Source: an optimization exercise on an open RTL-to-GDS flow (aim: small area, a short achievable clock period and few clock cycles). Production flows keep margins and buffers that such runs may drop. At most, simulation tests tie the RTL to the original design; equivalence was not proved. Power and IR drop assume default switching activity.

==> run M <==
// bms_codec
module bms_codec (
    input  wire        clk,
    input  wire        rst,
    input  wire        req_valid,
    output wire        req_ready,
    input  wire [31:0] req_desc,
    input  wire [7:0]  req_count,
    input  wire [7:0]  req_counter,
    input  wire        in_valid,
    output wire        in_ready,
    input  wire [7:0]  in_data,
    output wire        out_valid,
    input  wire        out_ready,
    output wire [7:0]  out_data,
    output wire        out_last,
    output wire [2:0]  out_status
);
clock: 9.0 ns
lec_check: 0
cap_margin: 20
core_margin: 2
core_utilization: 60
cts_cluster_diameter: 100
cts_cluster_size: 30
place_density: 0.75
slew_margin: 20
standard.sh (not shown) runs the stock make flow with config.mk's settings and CLKGATE_MAP_FILE= SYNTH_SCRIPT=/design/flow/synth_recipe.tcl, a recipe that flattens the netlist after the stock synthesis.
==> flow/flow/run.sh <==
#!/bin/bash
# Standard layout, with timing repair aiming at a setup slack of MARGIN ns.
set -euo pipefail
MARGIN=6
sed "s/\"\\\${@:-finish}\"/SETUP_SLACK_MARGIN=$MARGIN &/" standard.sh > standard_margin.sh
grep -q "SETUP_SLACK_MARGIN=$MARGIN" standard_margin.sh
bash standard_margin.sh > make_finish.log 2>&1
==> run H (differences from run M) <==
--- a/flow/design.v
+++ b/flow/design.v
@@ -57,38 +57,40 @@
     localparam [2:0] ST_OK  = 3'd0, ST_BRK = 3'd1, ST_POR = 3'd3,
                      ST_CCE = 3'd4, ST_ILL = 3'd7;
     localparam [1:0] R_OK = 2'd0, R_BRK = 2'd1, R_CCE = 2'd2, R_POR = 2'd3;
     localparam [9:0] CRC10_SEED = 10'h010;
     reg         req_ready_q, in_ready_q;
     reg  [4:0]  alloc_q;         
     reg  [4:0]  rdf_q;           
     reg         i_busy, i_done, i_inph, i_new;
-    reg         i_legal, i_opb, i_opc;    
+    reg  [1:0]  i_kind;
     reg         i_port;
     reg  [3:0]  i_n1;            
     reg  [15:0] i_cmd;           
     reg  [1:0]  i_rank;          
     reg         i_hdr;           
     reg  [2:0]  i_col;           
     reg  [3:0]  i_srem;          
     reg  [4:0]  i_row;           
     reg         w_v, w_st, w_rd, w_c0, w_c6, w_c7, w_last;
     reg  [3:0]  w_row;
+    reg  [2:0]  w_col;
     reg  [7:0]  w_data;
     reg  [9:0]  rcrc_q;          
     reg         hi_ok_q;         
     reg  [7:0]  exp_lo_q;        
     reg  [1:0]  rank_m_q;        
     reg  [767:0] mem;
     reg         p_v, p_fr, p_cmdk, p_wr, p_rd, p_one;
     reg  [3:0]  p_n1;
     reg  [15:0] p_cmd;
     reg  [2:0]  p_stat;
     reg         c_v, c_fr, c_cmdk, c_wr, c_rd, c_one;
+    reg  [3:0]  c_n1;
     reg  [15:0] c_cmd;
     reg  [2:0]  c_stat;
     reg         s_hdr;
     reg  [7:0]  s_coh;           
     reg  [3:0]  s_srem;
     reg         s_ls;            
     reg         o_v, o_last, o_pay, o_c0, o_c5;
     reg  [7:0]  o_data;
@@ -119,25 +121,21 @@
                 4'hB: if (d_cnt_ok && req_counter == 8'd0)
                           d_kind = K_WR;
                 4'hC: if (d_cmd == 16'd0 && d_cnt_ok && req_counter <= 8'd63)
                           d_kind = K_RD;
                 default: d_kind = K_ILL;
             endcase
         end
     end
-    wire        d_opb     = (d_op == 4'hB);
-    wire        d_opc     = (d_op == 4'hC);
+    wire        d_hasin   = (d_kind == K_WR) || (d_kind == K_RD);
     wire [4:0]  d_row0    = d_port ? alloc_q : (alloc_q + req_count[4:0] - 5'd1);
     wire [4:0]  free_rows = rdf_q + 5'd16 - alloc_q;
     wire        d_wr_ok   = d_port ? (free_rows != 5'd0) : (req_count[4:0] <= free_rows);
-    wire [1:0]  i_kind    = ~i_legal ? K_ILL : i_opb ? K_WR : i_opc ? K_RD : K_CMD;
-    wire        i_hasin   = i_legal & (i_opb | i_opc);
-    wire        n_noin    = i_new & ~i_hasin;    
-    wire        i_wr      = i_opb;
+    wire        i_wr      = (i_kind == K_WR);
     wire        pos_store = i_wr | (~i_hdr & (i_col < 3'd6));
     wire        pos_c0    = ~i_hdr & (i_col == 3'd0);
     wire        pos_send  = ~i_hdr & (i_col == (i_wr ? 3'd5 : 3'd7));
     wire        pos_last  = pos_send & (i_srem == 4'd0);
     wire        pos_hend  = i_hdr & (i_col == 3'd3);
     wire [4:0]  row_nxt   = i_row + 5'd1;
     wire [4:0]  cur_df    = i_row - rdf_q;
     wire [4:0]  nxt_df    = row_nxt - rdf_q;
@@ -150,64 +148,74 @@
     wire [1:0] rank_m = (w_data[7:2] == i_cmd[5:0]) ? R_OK :
                         (w_data[7:2] == 6'd0)       ? R_POR : R_CCE;
     wire       pec_ok    = hi_ok_q & (exp_lo_q == w_data);
     wire [1:0] rank_slot = pec_ok ? rank_m_q : R_BRK;
     wire [1:0] rank_new  = (rank_slot > i_rank) ? rank_slot : i_rank;
     wire       w_done   = w_v & w_last;
     wire       w_rdok   = ~w_rd | (rank_new == R_OK);
     wire       push_w   = w_done & ~p_v;
-    wire       push_i   = (i_done | n_noin) & ~p_v;
+    wire       push_i   = i_done & ~p_v;
     wire       push     = push_w | push_i;
     reg  [2:0] rank_st;
     always @* begin
         case (i_rank)
             R_OK:    rank_st = ST_OK;
             R_BRK:   rank_st = ST_BRK;
             R_CCE:   rank_st = ST_CCE;
             default: rank_st = ST_POR;
         endcase
     end
-    wire [15:0] pec15w;
-    bms_crc15_cmd u_crc15 (.cmd(c_cmd), .pec(pec15w));
-    wire [7:0] hbyte = (c_cmd[15:8]   & {8{s_coh[0]}}) |
-                       (c_cmd[7:0]    & {8{s_coh[1]}}) |
-                       (pec15w[15:8]  & {8{s_coh[2]}}) |
-                       (pec15w[7:0]   & {8{s_coh[3]}});
-    wire s_send  = c_wr ? s_coh[7] : s_coh[5];
-    wire s_last  = c_one | (s_hdr ? (c_cmdk & s_coh[3]) : (s_send & s_ls));
-    wire iss     = advance & c_v;
-    wire c_end   = iss & s_last;
-    wire pop     = p_v & (~c_v | c_end);
-    wire s_rowrd = ~s_hdr & ~c_one & s_coh[5];
-    wire s_rdpay = ~s_hdr & ~c_one & ~s_coh[6] & ~s_coh[7];    
-    wire [3:0] rs = rdf_q[3:0];
-    genvar gr;
+    genvar gr, gc;
     generate
         for (gr = 0; gr < 16; gr = gr + 1) begin : g_row
-            always @(posedge clk)
-                if ((w_v && w_st && w_row == gr) || (iss && s_rdpay && rs == gr))
-                    mem[gr*48 +: 48] <= {w_data, mem[gr*48+8 +: 40]};
+            for (gc = 0; gc < 6; gc = gc + 1) begin : g_col
+                always @(posedge clk)
+                    if (w_v && w_st && w_row == gr && w_col == gc)
+                        mem[(gr*6+gc)*8 +: 8] <= w_data;
+            end
         end
     endgenerate
+    wire [3:0]   rs = rdf_q[3:0];
+    reg  [127:0] cb;             
+    integer k, b;
+    always @* begin
+        for (k = 0; k < 16; k = k + 1) begin
+            cb[k*8 +: 8] = 8'h00;
+            for (b = 0; b < 6; b = b + 1)
+                cb[k*8 +: 8] = cb[k*8 +: 8] | (mem[(k*6+b)*8 +: 8] & {8{s_coh[b]}});
+        end
+    end
     wire [63:0] m1;
     wire [31:0] m2;
     wire [15:0] m3;
     generate
         for (gr = 0; gr < 8; gr = gr + 1) begin : g_m1
-            assign m1[gr*8 +: 8] = rs[0] ? mem[(2*gr+1)*48 +: 8] : mem[(2*gr)*48 +: 8];
+            assign m1[gr*8 +: 8] = rs[0] ? cb[(2*gr+1)*8 +: 8] : cb[(2*gr)*8 +: 8];
         end
         for (gr = 0; gr < 4; gr = gr + 1) begin : g_m2
             assign m2[gr*8 +: 8] = rs[1] ? m1[(2*gr+1)*8 +: 8] : m1[(2*gr)*8 +: 8];
         end
         for (gr = 0; gr < 2; gr = gr + 1) begin : g_m3
             assign m3[gr*8 +: 8] = rs[2] ? m2[(2*gr+1)*8 +: 8] : m2[(2*gr)*8 +: 8];
         end
     endgenerate
     wire [7:0] rbyte = rs[3] ? m3[15:8] : m3[7:0];
+    wire [15:0] pec15w;
+    bms_crc15_cmd u_crc15 (.cmd(c_cmd), .pec(pec15w));
+    wire [7:0] hbyte = (c_cmd[15:8]   & {8{s_coh[0]}}) |
+                       (c_cmd[7:0]    & {8{s_coh[1]}}) |
+                       (pec15w[15:8]  & {8{s_coh[2]}}) |
+                       (pec15w[7:0]   & {8{s_coh[3]}});
+    wire s_send  = c_wr ? s_coh[7] : s_coh[5];
+    wire s_last  = c_one | (s_hdr ? (c_cmdk & s_coh[3]) : (s_send & s_ls));
+    wire iss     = advance & c_v;
+    wire c_end   = iss & s_last;
+    wire pop     = p_v & (~c_v | c_end);
+    wire s_rowrd = ~s_hdr & ~c_one & s_coh[5];
     wire [7:0] sbyte = s_hdr ? hbyte : c_one ? 8'h00 : rbyte;
     wire [9:0] wcrc_byte, wcrc_full;
     bms_crc10_byte u_wcrc (.crc_in(o_c0 ? CRC10_SEED : wcrc_q), .data(o_data),
                            .crc_out(wcrc_byte));
     bms_crc10_ctr  u_wfold (.crc_in(wcrc_byte), .ctr(6'd0), .crc_out(wcrc_full));
     wire s_phi = c_wr & ~s_hdr & s_coh[6];
     wire s_plo = c_wr & ~s_hdr & s_coh[7];
     always @(posedge clk) begin
@@ -223,75 +231,77 @@
             w_v         <= 1'b0;
             p_v         <= 1'b0;
             c_v         <= 1'b0;
             o_v         <= 1'b0;
         end else begin
             w_v <= in_fire;
             if (req_fire) begin
                 i_busy <= 1'b1;
-                i_done <= 1'b0;
-                i_inph <= d_opb | d_opc;
+                i_done <= ~d_hasin;
+                i_inph <= d_hasin;
             end else begin
                 if (push)
                     i_busy <= 1'b0;
-                i_done <= (i_done | n_noin | w_done) & p_v;
-                if ((in_fire && pos_last) || n_noin)
+                if (push_i)
+                    i_done <= 1'b0;
+                else if (w_done && p_v)
+                    i_done <= 1'b1;
+                if (in_fire && pos_last)
                     i_inph <= 1'b0;
             end
             if (req_fire)
-                req_ready_q <= 1'b0;
+                req_ready_q <= ~d_hasin & ~p_v & ~push;
             else if (i_busy)
                 req_ready_q <= push | (in_fire & pos_last & ~p_v);
             else
                 req_ready_q <= 1'b1;
             if (req_fire)
-                in_ready_q <= d_opc | (d_opb & d_wr_ok);
-            else if (i_inph && !n_noin) begin
+                in_ready_q <= (d_kind == K_RD) | ((d_kind == K_WR) & d_wr_ok);
+            else if (i_inph) begin
                 if (in_fire)
                     in_ready_q <= ~pos_last & (pos_hend ? chk_cur : pos_send ? chk_nxt : 1'b1);
                 else
                     in_ready_q <= (pos_c0 & pos_store) ? chk_cur : 1'b1;
             end else
                 in_ready_q <= 1'b0;
             i_new <= req_fire;
-            if (i_new && i_hasin)
+            if (i_new && i_inph)
                 alloc_q <= alloc_q + {1'b0, i_n1} + 5'd1;
             if (push)
                 p_v <= 1'b1;
             else if (pop)
                 p_v <= 1'b0;
             if (pop)
                 c_v <= 1'b1;
             else if (c_end)
                 c_v <= 1'b0;
             if (iss && s_rowrd)
                 rdf_q <= rdf_q + 5'd1;
             else if (iss && c_one && c_fr)
-                rdf_q <= rdf_q + {1'b0, s_srem} + 5'd1;    
+                rdf_q <= rdf_q + {1'b0, c_n1} + 5'd1;
             if (advance)
                 o_v <= iss;
         end
         w_data <= in_data;
         w_st   <= pos_store;
-        w_rd   <= i_opc & ~i_hdr;
+        w_rd   <= (i_kind == K_RD) & ~i_hdr;
         w_c0   <= (i_col == 3'd0);
         w_c6   <= (i_col == 3'd6);
         w_c7   <= (i_col == 3'd7);
         w_last <= pos_last;
         w_row  <= i_row[3:0];
+        w_col  <= i_col;
         if (req_fire) begin
-            i_legal <= (d_kind != K_ILL);
-            i_opb   <= d_opb;
-            i_opc   <= d_opc;
+            i_kind <= d_kind;
             i_port <= d_port;
             i_n1   <= req_count[3:0] - 4'd1;
             i_cmd  <= d_cmd | {10'd0, req_counter[5:0]};    
             i_rank <= R_OK;
-            i_hdr  <= d_opc;
+            i_hdr  <= (d_kind == K_RD);
             i_col  <= 3'd0;
             i_srem <= req_count[3:0] - 4'd1;
             i_row  <= d_row0;
         end else begin
             if (in_fire) begin
                 if (i_hdr) begin
                     if (i_col == 3'd3) begin
                         i_hdr <= 1'b0;
@@ -330,16 +340,17 @@
                     R_OK:    p_stat <= ST_OK;
                     R_BRK:   p_stat <= ST_BRK;
                     R_CCE:   p_stat <= ST_CCE;
                     default: p_stat <= ST_POR;
                 endcase
             end
         end
         if (pop) begin
+            c_n1   <= p_n1;
             c_cmd  <= p_cmd;
             c_stat <= p_stat;
             c_fr   <= p_fr;
             c_cmdk <= p_cmdk;
             c_wr   <= p_wr;
             c_rd   <= p_rd;
             c_one  <= p_one;
             s_hdr  <= p_cmdk | p_wr;
Settings changed: CORE_UTILIZATION 60 to 40, CTS_CLUSTER_DIAMETER 100 to unset, CTS_CLUSTER_SIZE 30 to unset, PLACE_DENSITY 0.75 to 0.6.
==> run R (differences from run M) <==
==> flow/flow/run.sh (replaced) <==
#!/bin/bash
# Standard layout, with timing repair aiming at a setup slack of MARGIN ns.
set -euo pipefail
MARGIN=5.8
sed "s/\"\\\${@:-finish}\"/SETUP_SLACK_MARGIN=$MARGIN &/" standard.sh > standard_margin.sh
grep -q "SETUP_SLACK_MARGIN=$MARGIN" standard_margin.sh
bash standard_margin.sh > make_finish.log 2>&1
Settings changed: CORE_UTILIZATION 60 to 40, PLACE_DENSITY 0.75 to 0.6.
==> notes.md <==
- Against run R, the cell count of run H is larger by about 30%.
- The lowest hold slack belongs to run M, the highest to run H.
- In run H the synthesized area is larger than in run R, by about 12%.
- Sequential share of layout area, highest first: run R, run M, run H.
- Of run H and run M, run H has the higher sequential cell count (gap 6).
- Between run R and run H, the lower sequential power is in run R (gap about 2%, measured against run H).
- Worst setup slack: run M is higher than run R (0.10 ns).
- The lowest via count belongs to run R, the highest to run H.
==> figures <==
| metric | run H | run M | run R |
|---|---|---|---|
| Status | timing/DRC/antenna clean | timing/DRC/antenna clean | timing/DRC/antenna clean |
| Non-clock inverter count in the final layout | 59 | 54 | 54 |
| Number of vias per cell after detailed routing | 5.888 | 6.025 | 5.030 |
| Design Area, Final | 0.04560 mm^2 | 0.04026 mm^2 | 0.03935 mm^2 |
| Count of state elements after synthesis | 961 | 955 | 955 |
| Highest Clock Rate | 303.6 MHz | 325.6 MHz | 315.0 MHz |
| Routed length per placed instance | 27.14 um | 26.18 um | 21.32 um |
| Row count | 114 | 88 | 108 |
| Core Box Area | 0.09642 mm^2 | 0.05748 mm^2 | 0.08648 mm^2 |
| Clock network power | 3940 uW | 2120 uW | 2150 uW |
| Syn Std Cell Area | 0.03885 mm^2 | 0.03480 mm^2 | 0.03480 mm^2 |
| Pin count of the biggest net entering global routing | 99 | 41 | 40 |
| Worst hold slack | 0.4181 ns | 0.4022 ns | 0.4124 ns |
| Via count of the first global-routing pass | 23,560 | 16,420 | 15,470 |
| Tap cell count | 1,276 | 765 | 1,155 |
| Xor and xnor fraction of the mapped netlist area | 0.05867 | 0.06403 | 0.06403 |
| Global-route wire length before repair | 157,400 um | 101,500 um | 98,050 um |
| Setup Crit Path Kind | in -> reg | reg -> reg | in -> reg |
Testbench counts of run M, summed over its fixed seeds: cycles 68,260.
Testbench counts of run R, summed over its fixed seeds: cycles 68,260.
The RTL of run H was laid out without a check of its function.

==> re-timing with driven ports <==
The flow's constraints put no driver on any port. The routed layouts listed below were extracted and timed again, unchanged, in two steps.
Step 1 sets driving cells, clkbuf_16 on the clock port and buf_2 on the other inputs (assumed; they add their load-dependent delay and slew).
Step 2, shift: input delay + t, output delay - t, t = (earliest + latest rising clock arrival at the registers) / 2. This alone moves slack from input paths to output paths.
a / b / c = ideal ports / drivers / drivers and shift; a / b = the first two.
run	t, ns	setup slack, ns	latest minus earliest clock arrival (ns)	pins driven straight from the clock port
run M	0.683	5.928 / 5.895 / 5.317	0.038 / 0.038	1
run H	0.724	5.706 / 5.741 / 5.018	0.035 / 0.035	1
run R	0.677	5.825 / 5.774 / 5.185	0.035 / 0.035	1
After both steps setup and hold are still met in every run listed. For run H, which loses most, drivers alone change the setup slack by +0.035 ns; drivers and shift together by -0.688 ns.
